This is an optimization exercise on Yosys and OpenROAD, whose aim is small area, a short achievable clock period and few clock cycles, not a production implementation. At most, simulation tests tie the RTL to the original design; equivalence was not proved. Power and IR drop assume default switching activity.

run a:
==> flow/design.v <==
module css_t1 (
    input  wire [7:0] a,
    output wire [7:0] t1
);
    wire a01 = a[0] & a[1];
    wire u   = a01 ^ a[3];
    wire v   = (a[4] & a[5]) ^ a[6];
    wire w   = a01 ^ a[2];
    wire z   = (a[4] | a[5]) ^ a[7];
    assign t1[0] = ~u;
    assign t1[1] = ~v;
    assign t1[2] = a[5] ^ (u | v);
    assign t1[3] = a[1] ^ (u | v);
    assign t1[4] = ~w;
    assign t1[5] = ~z;
    assign t1[6] = a[0] ^ (w | z);
    assign t1[7] = a[4] ^ (w & z);
endmodule
module css_descramble (
    input  wire        clk,
    input  wire        rst,          
    input  wire        in_valid,
    output wire        in_ready,
    input  wire [31:0] in_data,
    input  wire [39:0] in_key,       
    input  wire [7:0]  in_cmi,
    output wire        out_valid,
    input  wire        out_ready,
    output wire [31:0] out_data
);
    reg  [31:0] obuf;
    reg         ov;
    reg  [8:0]  wcnt;           
    reg         gate;           
    reg  [16:0] l1;             
    reg  [39:0] ssum;           
    reg         carry;
    reg  [7:0]  o0c;            
    reg  [2:0]  o0f;            
    function [7:0] rev8(input [7:0] b);
        integer k;
        begin
            for (k = 0; k < 8; k = k + 1) rev8[k] = b[7-k];
        end
    endfunction
    function [8:0] add8(input [7:0] a, input [7:0] b);
        reg [7:0] g, p, gg, pp;
        integer i, d;
        begin
            g = a & b;
            p = a ^ b;
            gg = g;
            pp = p;
            for (d = 1; d < 8; d = d * 2)
                for (i = 7; i >= 0; i = i - 1)
                    if ((i / d) % 2 == 1) begin
                        gg[i] = gg[i] | (pp[i] & gg[(i / d) * d - 1]);
                        pp[i] = pp[i] & pp[(i / d) * d - 1];
                    end
            add8 = {gg[7], p ^ {gg[6:0], 1'b0}};
        end
    endfunction
    function [31:0] o1_word(input [16:0] e);
        reg [63:0] st;          
        integer j, i, q;
        begin
            st = 64'd0;
            for (i = 0; i < 8; i = i + 1) begin
                st[63 - i] = e[9 + i];          
                st[55 - i] = e[1 + i];          
            end
            st[47] = e[0];
            for (q = 46; q >= 32; q = q - 1)
                st[q] = st[q+17] ^ st[q+14];
            for (j = 0; j < 4; j = j + 1)
                for (i = 0; i < 8; i = i + 1)
                    o1_word[8*j + i] = st[32 + 8*j + 7 - i];
        end
    endfunction
    function [31:0] lfsr1_word(input [31:0] w);
        reg [63:0] st;          
        integer j, i, q;
        begin
            for (j = 0; j < 4; j = j + 1)
                for (i = 0; i < 8; i = i + 1)
                    st[8*j + 7 - i] = w[8*j + i];
            for (q = 32; q < 64; q = q + 1)
                st[q] = st[q-17] ^ st[q-3];
            for (j = 0; j < 4; j = j + 1)
                for (i = 0; i < 8; i = i + 1)
                    lfsr1_word[8*j + i] = st[32 + 8*j + 7 - i];
        end
    endfunction
    function [10:0] o0_of(input [23:0] x);
        reg [24:0] l;
        reg [7:0]  k;
        begin
            l = {x[23:3], 1'b1, x[2:0]};
            k = l[24:17] ^ l[21:14] ^ l[20:13] ^ {l[12:8], 3'd0};
            o0_of = {k ^ {5'd0, k[7:5]}, k[2:0] ^ l[7:5]};
        end
    endfunction
    wire take = in_valid && in_ready;
    wire [7:0] b0 = in_data[7:0];
    wire [31:0] o1w = {l1[16:1], 7'd0, l1[0], 8'd0};     
    wire [31:0] o1n = o1_word(l1);
    wire [7:0]  a0  = rev8({o0c[7:3], o0f});
    wire [7:0]  a1  = rev8(o0c);
    wire [7:0]  bb0 = ~rev8(o1n[7:0]),   bb1 = ~rev8(o1n[15:8]);
    wire [7:0]  bb2 = ~rev8(o1n[23:16]), bb3 = ~rev8(o1n[31:24]);
    wire [8:0]  sn0 = add8(a0, bb0);
    wire [8:0]  sn1 = add8(a1, bb1);
    wire [8:0]  sn2 = add8(a1, bb2);
    wire [8:0]  sn3 = add8(a1, bb3);
    wire        pn0 = &(a0 ^ bb0);
    wire        pn1 = &(a1 ^ bb1);
    wire        pn2 = &(a1 ^ bb2);
    wire        pn3 = &(a1 ^ bb3);
    wire [3:0] bc;              
    wire [31:0] ks;
    wire [3:0] bg = {ssum[38], ssum[28], ssum[18], ssum[8]};    
    wire [3:0] bp = {ssum[39], ssum[29], ssum[19], ssum[9]};    
    assign bc[0] = carry;
    assign bc[1] = bg[0] | (bp[0] & carry);
    assign bc[2] = bg[1] | (bp[1] & bg[0]) | (bp[1] & bp[0] & carry);
    assign bc[3] = bg[2] | (bp[2] & bg[1]) | (bp[2] & bp[1] & bg[0]) | (bp[2] & bp[1] & bp[0] & carry);
    wire carry_next = bg[3] | (bp[3] & bc[3]);
    genvar j;
    generate
        for (j = 0; j < 4; j = j + 1) begin : g_ks
            wire [7:0] sj = ssum[10*j +: 8];
            assign ks[8*j +: 8] = sj ^ ({sj[6:0] & {sj[5:0], 1'b1} & {sj[4:0], 2'b11} & {sj[3:0], 3'b111}
                                         & {sj[2:0], 4'hF} & {sj[1:0], 5'h1F} & {sj[0], 6'h3F}, 1'b1}
                                        & {8{bc[j]}});
        end
    endgenerate
    wire [31:0] t1w;
    css_t1 u_t10 (.a(in_data[7:0]),   .t1(t1w[7:0]));
    css_t1 u_t11 (.a(in_data[15:8]),  .t1(t1w[15:8]));
    css_t1 u_t12 (.a(in_data[23:16]), .t1(t1w[23:16]));
    css_t1 u_t13 (.a(in_data[31:24]), .t1(t1w[31:24]));
    wire scr = gate && wcnt[8:5] != 4'd0;      
    wire [31:0] o1step = lfsr1_word(o1w);
    always @(posedge clk) begin
        if (rst) begin
            ov   <= 1'b0;
            wcnt <= 9'd0;
        end else begin
            if (take) begin
                ov   <= 1'b1;
                wcnt <= wcnt + 9'd1;
            end else if (out_ready) begin
                ov   <= 1'b0;
            end
        end
        if (take) begin
            obuf <= scr ? (t1w ^ ks) : in_data;
            if (wcnt == 9'd5)
                gate <= b0[5:4] != 2'b00;
            if (wcnt == 9'd22) begin
                gate       <= gate && in_cmi[7] && in_key != 40'd0;
                l1         <= {in_key[7:0] ^ obuf[7:0], in_key[14:8] ^ obuf[14:8], 1'b1,
                               in_key[15] ^ obuf[15]};
                {o0c, o0f} <= o0_of(in_key[39:16] ^ {b0, obuf[31:16]});
            end
            if (wcnt >= 9'd30)
                l1 <= {o1step[31:16], o1step[8]};
            ssum  <= {pn3, sn3, pn2, sn2, pn1, sn1, pn0, sn0};
            carry <= wcnt[8:5] != 4'd0 && carry_next;
            if (wcnt == 9'd31)
                o0f <= o0c[2:0];
        end
    end
    assign in_ready  = out_ready;
    assign out_valid = ov;
    assign out_data  = obuf;
endmodule
export LEC_CHECK = 0
export CAP_MARGIN = 20
export CORE_MARGIN = 2
export CORE_UTILIZATION = 70
export CTS_BUF_LIST = sky130_fd_sc_hd__clkbuf_4 sky130_fd_sc_hd__clkbuf_8
export PLACE_DENSITY = 0.85
export SETUP_SLACK_MARGIN = 3.4
export SLEW_MARGIN = 20
create_clock -name core_clock -period 6.0 [get_ports {clk}]
standard.sh (not shown) runs the stock make flow with config.mk's settings and CLKGATE_MAP_FILE= SYNTH_SCRIPT=/design/flow/synth_recipe.tcl, a recipe that flattens the netlist after the stock synthesis.
==> flow/flow/run.sh <==
#!/bin/bash
# Layout flow: the standard ORFS flow (standard.sh), with extra ORFS settings passed
# to make:
#  - the port buffers that buffer_ports puts on every input and output are
#    sky130_fd_sc_hd__buf_1 instead of the cell it picks by default (clkdlybuf4s50_1);
#  - if flow/abc.script exists, Yosys's ABC technology mapping uses it in place of ORFS's
#    abc_speed.script: ORFS's scripts folder is copied here (scripts_local/) with only that
#    file replaced. Synthesis is otherwise ORFS's and the standard flow's own (synth_recipe.tcl);
#    ABC maps only combinational logic, so the registers are the standard synthesis's;
#  - any further make settings listed one per line in flow/extra.txt.
# make's full output goes to flow_make.log here; each ORFS step keeps its own log under
# orfs/logs/.
set -euo pipefail
EXTRA=(
  "BUFFER_PORTS_ARGS=-buffer_cell sky130_fd_sc_hd__buf_1"
)
if [[ -f flow/abc.script ]]; then
  rm -rf scripts_local
  cp -r "$FLOW_HOME/scripts" scripts_local
  cp flow/abc.script scripts_local/abc_speed.script
  EXTRA+=("SCRIPTS_DIR=$PWD/scripts_local")
fi
if [[ -f flow/extra.txt ]]; then
  while IFS= read -r line; do
    [[ -n "$line" ]] && EXTRA+=("$line")
  done < flow/extra.txt
fi
bash standard.sh "${EXTRA[@]}" finish > flow_make.log 2>&1
Testbench counts of run a, summed over its fixed seeds: cycles 32,776.
The inputs of run b differ from those of run a as listed below.
diff --git a/flow/design.v b/flow/design.v
--- a/flow/design.v
+++ b/flow/design.v
@@ -99,11 +99,11 @@
             k = l[24:17] ^ l[21:14] ^ l[20:13] ^ {l[12:8], 3'd0};
             o0_of = {k ^ {5'd0, k[7:5]}, k[2:0] ^ l[7:5]};
         end
     endfunction
     wire take = in_valid && in_ready;
-    wire [7:0] b0 = in_data[7:0];
+    wire [7:0] b0 = in_data[7:0], b1 = in_data[15:8];
     wire [31:0] o1w = {l1[16:1], 7'd0, l1[0], 8'd0};     
     wire [31:0] o1n = o1_word(l1);
     wire [7:0]  a0  = rev8({o0c[7:3], o0f});
     wire [7:0]  a1  = rev8(o0c);
     wire [7:0]  bb0 = ~rev8(o1n[7:0]),   bb1 = ~rev8(o1n[15:8]);
@@ -144,27 +144,27 @@
     always @(posedge clk) begin
         if (rst) begin
             ov   <= 1'b0;
             wcnt <= 9'd0;
         end else begin
-            if (take) begin
-                ov   <= 1'b1;
+            if (out_ready)
+                ov   <= in_valid;
+            if (take)
                 wcnt <= wcnt + 9'd1;
-            end else if (out_ready) begin
-                ov   <= 1'b0;
-            end
         end
+        if (out_ready)
+            obuf <= scr ? (t1w ^ ks) : in_data;
         if (take) begin
-            obuf <= scr ? (t1w ^ ks) : in_data;
             if (wcnt == 9'd5)
                 gate <= b0[5:4] != 2'b00;
-            if (wcnt == 9'd22) begin
-                gate       <= gate && in_cmi[7] && in_key != 40'd0;
-                l1         <= {in_key[7:0] ^ obuf[7:0], in_key[14:8] ^ obuf[14:8], 1'b1,
-                               in_key[15] ^ obuf[15]};
-                {o0c, o0f} <= o0_of(in_key[39:16] ^ {b0, obuf[31:16]});
+            if (wcnt == 9'd21) begin
+                gate  <= gate && in_cmi[7] && in_key != 40'd0;
+                l1  <= {in_key[7:0] ^ b0, in_key[14:8] ^ b1[6:0], 1'b1, in_key[15] ^ b1[7]};
+                {o0c, o0f} <= o0_of({8'd0, in_key[31:16] ^ in_data[31:16]});
             end
+            if (wcnt == 9'd22)
+                {o0c, o0f} <= {o0c, o0f} ^ o0_of({in_key[39:32] ^ b0, 16'd0});
             if (wcnt >= 9'd30)
                 l1 <= {o1step[31:16], o1step[8]};
             ssum  <= {pn3, sn3, pn2, sn2, pn1, sn1, pn0, sn0};
             carry <= wcnt[8:5] != 4'd0 && carry_next;
             if (wcnt == 9'd31)
Notes after the runs:
Comparing run b and run a, the lower post-route clock period utilization is on run a. Clock network contribution to total cell area, run b and run a, higher one = run b. | setup slack | higher: run a |. Number of instances resized during post-cts repair | run b above run a. As of run b, vertical die dimension had risen slightly compared to run a. Looking at pin slew with the least headroom to its limit, run b sits 86 ps above run a. In run b, the worst slew slack as a fraction of its limit came out 5.9 points below the value in run a. Run b: combinational gate power 10% above run a.
The RTL of run b was laid out without a check of its function.

-- static timing again, ports no longer ideal --
In the flow no input, the clock included, has a driving cell. The finished layouts below were timed again as built, in two steps. Step 1 assumes that a clkbuf_16 drives the clock port and a buf_2 every other input. Step 2 times the ports against the registers' clock, not the clock port: input delays grow and output delays shrink by t, the midpoint of the rising clock arrivals with the driver on. Three values: no drivers, after step 1, after step 2; two values: the first two.
run	t (ns)	setup WS [ns]	hold WS [ns]	worst register clock-pin slew, ns
run a	0.424	3.393 / 3.362 / 3.043	0.485 / 0.485 / 0.485	0.11 / 0.11
run b	0.427	3.342 / 3.263 / 3.004	0.479 / 0.479 / 0.479	0.12 / 0.12
After both steps every run listed still meets setup and hold. For run a, which loses most, drivers alone change the setup slack by -0.031 ns; drivers and shift together by -0.350 ns.
